Source: an optimization exercise on an open RTL-to-GDS flow (aim: small area, a short achievable clock period and few clock cycles). Production flows keep margins and buffers that such runs may drop. The RTL was checked by simulation tests, not by an equivalence proof against the original design. Power and IR drop assume default switching activity.

==> inputs of v36 <==
## ambi_core
module ambi_core (
    input  wire        clk,
    input  wire        rst,            
    input  wire        cmd_valid,
    output wire        cmd_ready,
    input  wire [3:0]  cmd_op,
    input  wire [7:0]  cmd_addr,
    input  wire [31:0] cmd_data,
    output wire        out_valid,
    input  wire        out_ready,
    output wire [7:0]  out_data,
    output wire        out_last,
    output reg         rsp_valid,
    output reg  [31:0] rsp_data
);
clock: 70.0 ns
lec_check: 0
abc_area: 1
cap_margin: 40
core_margin: 2
core_utilization: 40
cts_cluster_diameter: 80
cts_cluster_size: 22
slew_margin: 40
standard.sh (not shown) runs the stock make flow with config.mk's settings and CLKGATE_MAP_FILE= SYNTH_SCRIPT=/design/flow/synth_recipe.tcl, a recipe that flattens the netlist after the stock synthesis.
==> flow/flow/run.sh <==
#!/bin/bash
# The standard layout, with a stronger buffer on every port than the
# default choice of buffer_ports, and timing repair aimed at a slack of
# 54.6 ns on the design's 70 ns clock.
set -euo pipefail
export BUFFER_PORTS_ARGS="-buffer_cell sky130_fd_sc_hd__buf_4"
export SETUP_SLACK_MARGIN=54.6
bash standard.sh finish > standard_flow.log 2>&1
==> v20: changes against v36 <==
--- a/flow/design.v
+++ b/flow/design.v
@@ -1175,70 +1175,62 @@
     reg rst_q;
     always @(posedge clk) rst_q <= rst;
     reg  [7:0] lr [0:255];
     reg  [7:0] ph;
     reg        sweep;                   
     wire [7:0] ins_slot  = ph + 8'd1;
     wire [7:0] ins_entry = {ins_slot[0], ins_slot[7:1]};
     reg        rdy_r;
-    reg        rdy_pn;              
+    reg        rdy_port;            
     reg        h_v;
     reg [3:0]  h_op;
     reg [7:0]  h_addr;
     reg [31:0] h_data;
-    assign cmd_ready = ~rdy_pn;
+    assign cmd_ready = rdy_port;
     wire h_show   = h_op == 4'd0;
     wire h_smooth = h_op == 4'd1;
     wire h_bright = h_op == 4'd2;
     wire h_lut    = h_op == 4'd3;
     wire h_pix    = h_op == 4'd4;
     wire h_new    = h_op == 4'd5;
     wire h_frame  = h_op == 4'd6;
     wire h_clear  = h_op == 4'd7;
     wire h_read   = h_op == 4'd8;
     wire data_ok  = h_data[30:23] != 8'hFF;
     wire h_ch     = h_addr[7:5] == 3'd0 && h_addr[4:0] < NCH;    
     wire h_proc   = h_show | (h_bright & data_ok) | h_pix | h_frame;    
     wire h_xop    = h_proc | h_clear;                                   
     reg        proc_busy;       
     reg [4:0]  rph;             
-    reg        poff;            
     reg        clear_m;         
     reg        px_put;          
     reg        smooth_m;        
     reg        xfer_pend;       
     reg        ov_r, ol_r;      
     reg [7:0]  od_r;
     reg        px_busy;         
     reg        px_abs;          
     reg        px_sg;           
     reg        px_zero;         
     reg [4:0]  px_cnt;          
-    wire [4:0] q    = rph ^ {poff, 4'b0000};                
-    wire       fpass = proc_busy & smooth_m;                
-    wire al0      = !fpass | !poff;
-    wire al1      = !fpass | poff;
-    wire na0      = al0 & (h_addr[4:0] == rph - 5'd6);
-    wire na1      = al1 & (h_addr[4:0] == rph - 5'd22);
-    wire new_at   = !h_ch | na0 | na1;
-    wire at_0a    = rph == 5'd31;                           
-    wire at_0b    = rph == 5'd15;                           
+    wire [4:0] rph5 = rph - 5'd5;
+    wire new_at   = !h_ch | (h_addr[4:0] == rph - 5'd6);      
+    wire at_0     = rph == 5'd31;                           
     wire o_free   = !xfer_pend & (!ov_r | ol_r);            
     wire x_idle   = !xfer_pend & !ov_r;
     reg h_can;
     always @(*) begin
         if (sweep)          h_can = 1'b0;
         else if (h_new)     h_can = new_at;
         else if (h_lut)     h_can = !proc_busy & (ins_entry == h_addr);
         else if (h_smooth)  h_can = !proc_busy & !an_busy;
         else if (h_read)    h_can = !proc_busy & x_idle & (!h_ch | (rph == h_addr[4:0]));
-        else if (h_pix)     h_can = !proc_busy & o_free & at_0a & !an_busy & (px_put | !h_ch);
-        else if (h_frame)   h_can = !proc_busy & o_free & (at_0a | at_0b) & !an_busy;
-        else if (h_xop)     h_can = !proc_busy & o_free & at_0a & !an_busy;
+        else if (h_pix)     h_can = !proc_busy & o_free & at_0 & !an_busy & (px_put | !h_ch);
+        else if (h_xop)     h_can = !proc_busy & o_free & at_0 & !an_busy;
         else                h_can = 1'b1;
     end
     wire h_exec = h_v & h_can;
     wire       px_step = h_v & h_pix & px_busy & (!px_abs | !h_data[31]);
     wire [31:0] px_neg = ~h_data + 32'd1;
     wire [31:0] px_next = !px_abs ? (h_data[31] ? px_neg : h_data) : {h_data[30:0], 1'b0};
     wire px_inj = h_v & h_pix & !px_busy & !px_put & h_ch & !proc_busy & (rph == h_addr[4:0]);
     always @(posedge clk) begin
@@ -1266,44 +1258,37 @@
         end
     end
     wire        px_inc = h_data[7] & ((|h_data[6:0]) | h_data[8]);
     wire [30:0] px_mag = {8'd158 - {3'd0, px_cnt}, h_data[30:8]} + {30'd0, px_inc};
     wire [31:0] pix_f  = px_zero ? 32'd0 : {px_sg, px_mag};
     wire h_free = !h_v | h_exec;
     wire x_new = cmd_op == 4'd5;
     wire x_nop = cmd_op[3] & (cmd_op[2:0] != 3'd0);
-    wire       fpass_n = (fpass & (q != NCH + 5)) | (h_exec & h_frame);
-    wire       poff_n  = (h_exec & h_xop) ? (h_frame & at_0b) : poff;
-    wire       al0_n   = !fpass_n | !poff_n;
-    wire       al1_n   = !fpass_n | poff_n;
-    wire [4:0] rph5    = rph - 5'd5;
-    wire [4:0] rph21   = rph - 5'd21;
-    wire x_at  = (cmd_addr[7:5] != 3'd0) | (cmd_addr[4:3] == 2'b11) |
-                 (al0_n & (cmd_addr[4:0] == rph5)) | (al1_n & (cmd_addr[4:0] == rph21));
+    wire x_at  = (cmd_addr[7:5] != 3'd0) | (cmd_addr[4:3] == 2'b11) | (cmd_addr[4:0] == rph5);
     wire x_can = x_nop | (x_new & x_at);
-    wire h_soon = h_v & h_new & ((al0_n & (h_addr[4:0] == rph5)) | (al1_n & (h_addr[4:0] == rph21)));
+    wire h_soon = h_v & h_new & (h_addr[4:0] == rph5);
     always @(posedge clk) begin
         if (rdy_r) begin
             h_op   <= cmd_op;
             h_addr <= cmd_addr;
             h_data <= cmd_data;
         end else if (px_step)
             h_data <= px_next;
         if (rst | rst_q | sweep) begin
             h_v      <= 1'b0;
             rdy_r    <= !rst & !rst_q & (ph == 8'd255);
-            rdy_pn   <= rst | rst_q | (ph != 8'd255);
+            rdy_port <= !rst & !rst_q & (ph == 8'd255);
         end else begin
             if (rdy_r)
                 h_v <= cmd_valid;
             else if (h_exec)
                 h_v <= 1'b0;
             rdy_r    <= rdy_r ? (!cmd_valid | x_can) : (h_free | h_soon);
-            rdy_pn   <= rdy_r ? (cmd_valid & !x_can) : !(h_free | h_soon);
+            rdy_port <= rdy_port ? (!cmd_valid | x_can) : (h_free | h_soon);
         end
     end
     reg [31:0] alpha;
     reg [31:0] bright;
     reg        an_z;            
     reg [9:0]  an_e;            
     reg [23:0] an_m;            
     wire       an_busy = !an_m[23] & !an_z;    
@@ -1332,43 +1317,39 @@
         end else if (an_busy) begin
             an_e  <= an_e - 10'd1;
             an_m  <= {an_m[22:0], 1'b0};
         end
         if (!rst_q & h_exec & data_ok & h_bright)
             bright <= data_clamped;
     end
     reg [31:0] tr [0:31];         
-    reg [7:0]  orr [0:31];        
+    reg [7:0]  om [0:NCH-1];      
     reg [7:0]  sr [0:31];         
-    wire [31:0] t_rd = poff ? tr[16] : tr[0];
-    wire [7:0]  s_rd = poff ? sr[16] : sr[0];
+    wire [31:0] t_rd = tr[0];
+    wire [7:0]  s_rd = sr[0];
     reg  [4:0]  xptr;
     wire [4:0]  o_ridx = x_idle ? h_addr[4:0] : xptr;
-    wire [4:0]  o_pos  = rph - o_ridx;
-    wire        o_in   = o_ridx < NCH;
     reg  [7:0]  o_rd;
     always @(*) begin
         o_rd = 8'd0;
-        for (k = 0; k < 32; k = k + 1)
-            o_rd = o_rd | ({8{o_in & (o_pos == k)}} & orr[k]);
+        for (k = 0; k < NCH; k = k + 1)
+            o_rd = o_rd | ({8{o_ridx == k}} & om[k]);
     end
     always @(posedge clk) begin
         if (rst_q) begin
             proc_busy <= 1'b0;
             rph       <= 5'd0;
-            poff      <= 1'b0;
         end else begin
             rph <= rph + 5'd1;
             if (h_exec & h_xop) begin
                 proc_busy <= 1'b1;
                 smooth_m  <= h_frame;
                 clear_m   <= h_clear;
-                poff      <= h_frame & at_0b;
-            end else if (proc_busy & (q == NCH + 5))
+            end else if (proc_busy & (rph == NCH + 5))
                 proc_busy <= 1'b0;
         end
     end
     wire [31:0] sf;
     ambi_b2f u_b2f (.s(s_rd), .y(sf));
     wire        a_sx, a_sz;
     wire [7:0]  a_ex;
     wire [27:0] a_s;
@@ -1413,17 +1394,17 @@
     wire [31:0] d_p;
     ambi_mul_b u_mulb (.pz(rd_pz), .ps(rd_ps), .pe(rd_pe), .pm(rd_pm), .pst(rd_pst), .y(d_p));
     reg [31:0]  re_p;
     always @(posedge clk)
         re_p <= smooth_m ? d_p : 32'h80000000;
     wire        e_sx, e_sz;
     wire [7:0]  e_ex;
     wire [27:0] e_s;
-    ambi_add_a u_adda (.a(poff ? tr[20] : tr[4]), .b(re_p), .sx(e_sx), .sz(e_sz), .ex(e_ex), .s(e_s));
+    ambi_add_a u_adda (.a(tr[4]), .b(re_p), .sx(e_sx), .sz(e_sz), .ex(e_ex), .s(e_s));
     reg         rf_sx, rf_sz;
     reg [7:0]   rf_ex;
     reg [27:0]  rf_s;
     always @(posedge clk) begin
         rf_sx <= e_sx;
         rf_sz <= e_sz;
         rf_ex <= e_ex;
         rf_s  <= e_s;
@@ -1439,90 +1420,92 @@
     always @(*) begin
         l_rd = 8'd0;
         for (k = 0; k < 256; k = k + 1)
             l_rd = l_rd | ({8{rg_pos == k}} & lr[k]);
     end
     wire [7:0] shaped;
     ambi_shape_scale u_scale (.gv(l_rd), .bright(bright), .o(shaped));
     wire        t_zero  = sweep | (proc_busy & clear_m & (rph < NCH));
-    wire        t_ins   = proc_busy & smooth_m & (q >= 5'd5) & (q <= NCH + 4);
+    wire        t_ins   = proc_busy & smooth_m & (rph >= 5'd5) & (rph <= NCH + 4);
     always @(posedge clk) begin
         tr[0] <= tr[31];
         tr[1] <= t_zero ? 32'd0 : (px_inj ? pix_f : tr[0]);
-        for (k = 2; k < 32; k = k + 1)
+        for (k = 2; k < 6; k = k + 1)
+            tr[k] <= tr[k-1];
+        tr[6] <= t_ins ? t_new : tr[5];
+        for (k = 7; k < 32; k = k + 1)
             tr[k] <= tr[k-1];
-        if (t_ins & !poff)
-            tr[6] <= t_new;
-        if (t_ins & poff)
-            tr[22] <= t_new;
-    end
-    wire [4:0]  o_widx  = q - 5'd6;
-    wire        o_wen   = proc_busy & (q >= 5'd6);
-    wire [7:0]  o_wd    = clear_m ? 8'd0 : shaped;
-    always @(posedge clk) begin
-        orr[0] <= orr[31];
-        for (k = 1; k < 32; k = k + 1)
-            orr[k] <= orr[k-1];
-        if (sweep)
-            orr[7] <= 8'd0;
-        else if (o_wen & !poff)
-            orr[7] <= o_wd;
-        if (o_wen & poff)
-            orr[23] <= o_wd;
     end
+    wire        o_clr   = rst_q | (h_exec & h_clear);
+    wire [4:0]  o_widx  = rph - 5'd6;
+    wire        o_wen   = proc_busy & !clear_m;
+    wire [7:0]  o_wd    = o_clr ? 8'd0 : shaped;
     wire        s_wen   = h_exec & h_new & h_ch;
     always @(posedge clk) begin
         sr[0] <= sr[31];
         for (k = 1; k < 32; k = k + 1)
             sr[k] <= sr[k-1];
         if (sweep)
             sr[7] <= 8'd0;
-        else if (s_wen & na0)
+        else if (s_wen)
             sr[7] <= h_data[7:0];
-        if (s_wen & na1)
-            sr[23] <= h_data[7:0];
     end
+    genvar g;
+    generate
+        for (g = 0; g < NCH; g = g + 1) begin : g_ch
+            always @(posedge clk) begin
+                if (o_clr | (o_wen & (o_widx == g)))
+                    om[g] <= o_wd;
+            end
+        end
+    endgenerate
     wire       l_wen   = h_exec & h_lut;
     wire [7:0] ins_val = sweep ? ins_entry : h_data[7:0];
     always @(posedge clk) begin
         if (rst_q) begin
             ph    <= 8'd0;
             sweep <= 1'b1;
         end else begin
             ph <= ph + 8'd1;
             if (ph == 8'd255)
                 sweep <= 1'b0;
         end
         lr[0] <= (sweep | l_wen) ? ins_val : lr[255];
         for (k = 1; k < 256; k = k + 1)
             lr[k] <= lr[k-1];
     end
     reg [2:0]  gcnt;            
-    reg        ov_pn, ol_pn;        
-    assign out_valid = ~ov_pn;
+    reg        ov_port, ol_port;    
+    assign out_valid = ov_port;
     assign out_data  = od_r;
-    assign out_last  = ~ol_pn;
+    assign out_last  = ol_port;
     wire o_byp  = o_wen & (o_widx == xptr);
-    wire o0_ok  = !proc_busy | (q > 5'd5);
+    wire o0_ok  = !proc_busy | clear_m | (rph > 5'd5);
     wire start = xfer_pend & !ov_r & (gcnt == 3'd0) & o0_ok;
     wire adv   = ov_r & out_ready;
     always @(posedge clk) begin
         if (rst | rst_q)
             ov_r <= 1'b0;
         else if (start)
             ov_r <= 1'b1;
         else if (adv & ol_r)
             ov_r <= 1'b0;
-        ov_pn <= rst | rst_q | !(start | (ov_r & !(adv & ol_r)));
+        if (rst | rst_q)
+            ov_port <= 1'b0;
+        else if (start)
+            ov_port <= 1'b1;
+        else if (ov_port & out_ready & ol_port)
+            ov_port <= 1'b0;
         if (start | (adv & !ol_r)) begin
-            od_r <= o_byp ? o_wd : o_rd;
+            od_r <= o_byp ? shaped : o_rd;
             ol_r <= xptr == NCH - 1;
         end
-        ol_pn <= (start | (adv & !ol_r)) ? (xptr != NCH - 1) : !ol_r;
+        if (start | (ov_port & out_ready & !ol_port))
+            ol_port <= xptr == NCH - 1;
         if (rst_q) begin
             xfer_pend <= 1'b0;
             xptr      <= 5'd0;
             gcnt      <= 3'd0;
         end else begin
             if (h_exec & h_xop)
                 xfer_pend <= 1'b1;
             else if (start)
@@ -1538,17 +1521,17 @@
         end
     end
     always @(posedge clk) begin
         if (rst | rst_q)
             rsp_valid <= 1'b0;
         else
             rsp_valid <= h_exec & h_read;
         if (h_ch)
-            rsp_data <= tr[0];
+            rsp_data <= t_rd;
         else if (h_addr[7:5] == 3'd1)
             rsp_data <= {24'd0, o_rd};
         else if (h_addr == 8'd64)
             rsp_data <= alpha;
         else if (h_addr == 8'd65)
             rsp_data <= bright;
         else
             rsp_data <= 32'd0;
==> flow/flow/run.sh (replaced) <==
#!/bin/bash
# The standard layout, with a stronger buffer on every port than the
# default choice of buffer_ports.
set -euo pipefail
export BUFFER_PORTS_ARGS="-buffer_cell sky130_fd_sc_hd__buf_4"
bash standard.sh finish > standard_flow.log 2>&1
ABC_AREA = not set   (was 1)
CTS_CLUSTER_SIZE = 25   (was 22)
SETUP_SLACK_MARGIN = 2   (was not set)
==> qor summary <==
metric	v36	v20
Count of state elements after synthesis	4,001	3,936
Final worst hold slack	0.2749 ns	0.1843 ns
Outcome	no timing/DRC/antenna violations	no timing/DRC/antenna violations
Compound-cell area share of the yosys netlist	11.66%	14.37%
HP Start	sr[14][6]	lr[173][0]
Clock network fraction of total power	28.7%	33.5%
Internal reg-to-reg setup slack	56.82 ns	56.62 ns
First-iteration detailed-routing DRC count	11,949	15,641
Number of nets produced by synthesis	15,819	14,303
Final setup margin	54.44 ns	54.48 ns
Aggregate global-route resource usage	32.40%	29.99%
Maximum number of pins on one net before global-route repair	83	73
Yosys top cell area share	53.88%	49.47%
Via-to-Cell Ratio	5.513	6.076
Testbench counts of v36, summed over its fixed seeds: cycles 4,385.
Testbench counts of v20, summed over its fixed seeds: cycles 4,465.

## re-timing with driven ports
Ports are ideal in the flow. The routed layouts listed here were re-timed in OpenROAD. Step 1: set_driving_cell puts a clkbuf_16 on clk and a buf_2 on each other input, an assumption about the parent block. Step 2 times the ports against the registers' clock, not the clock port: input delays grow and output delays shrink by t, the midpoint of the rising clock arrivals with the driver on. Slacks: ideal / step 1 / step 2; pairs: ideal / step 1.
| run | shift t [ns] | setup WS [ns] | hold slack, ns |
|---|---|---|---|
| v36 | 1.073 | 54.439 / 54.331 / 54.633 | 0.275 / 0.275 / 0.275 |
| v20 | 1.056 | 54.484 / 54.375 / 53.671 | 0.184 / 0.184 / 0.184 |
After both steps setup and hold are still met in every run listed. The setup slack of v20, which loses most, moves by -0.109 ns with the drivers and by -0.813 ns with both steps.
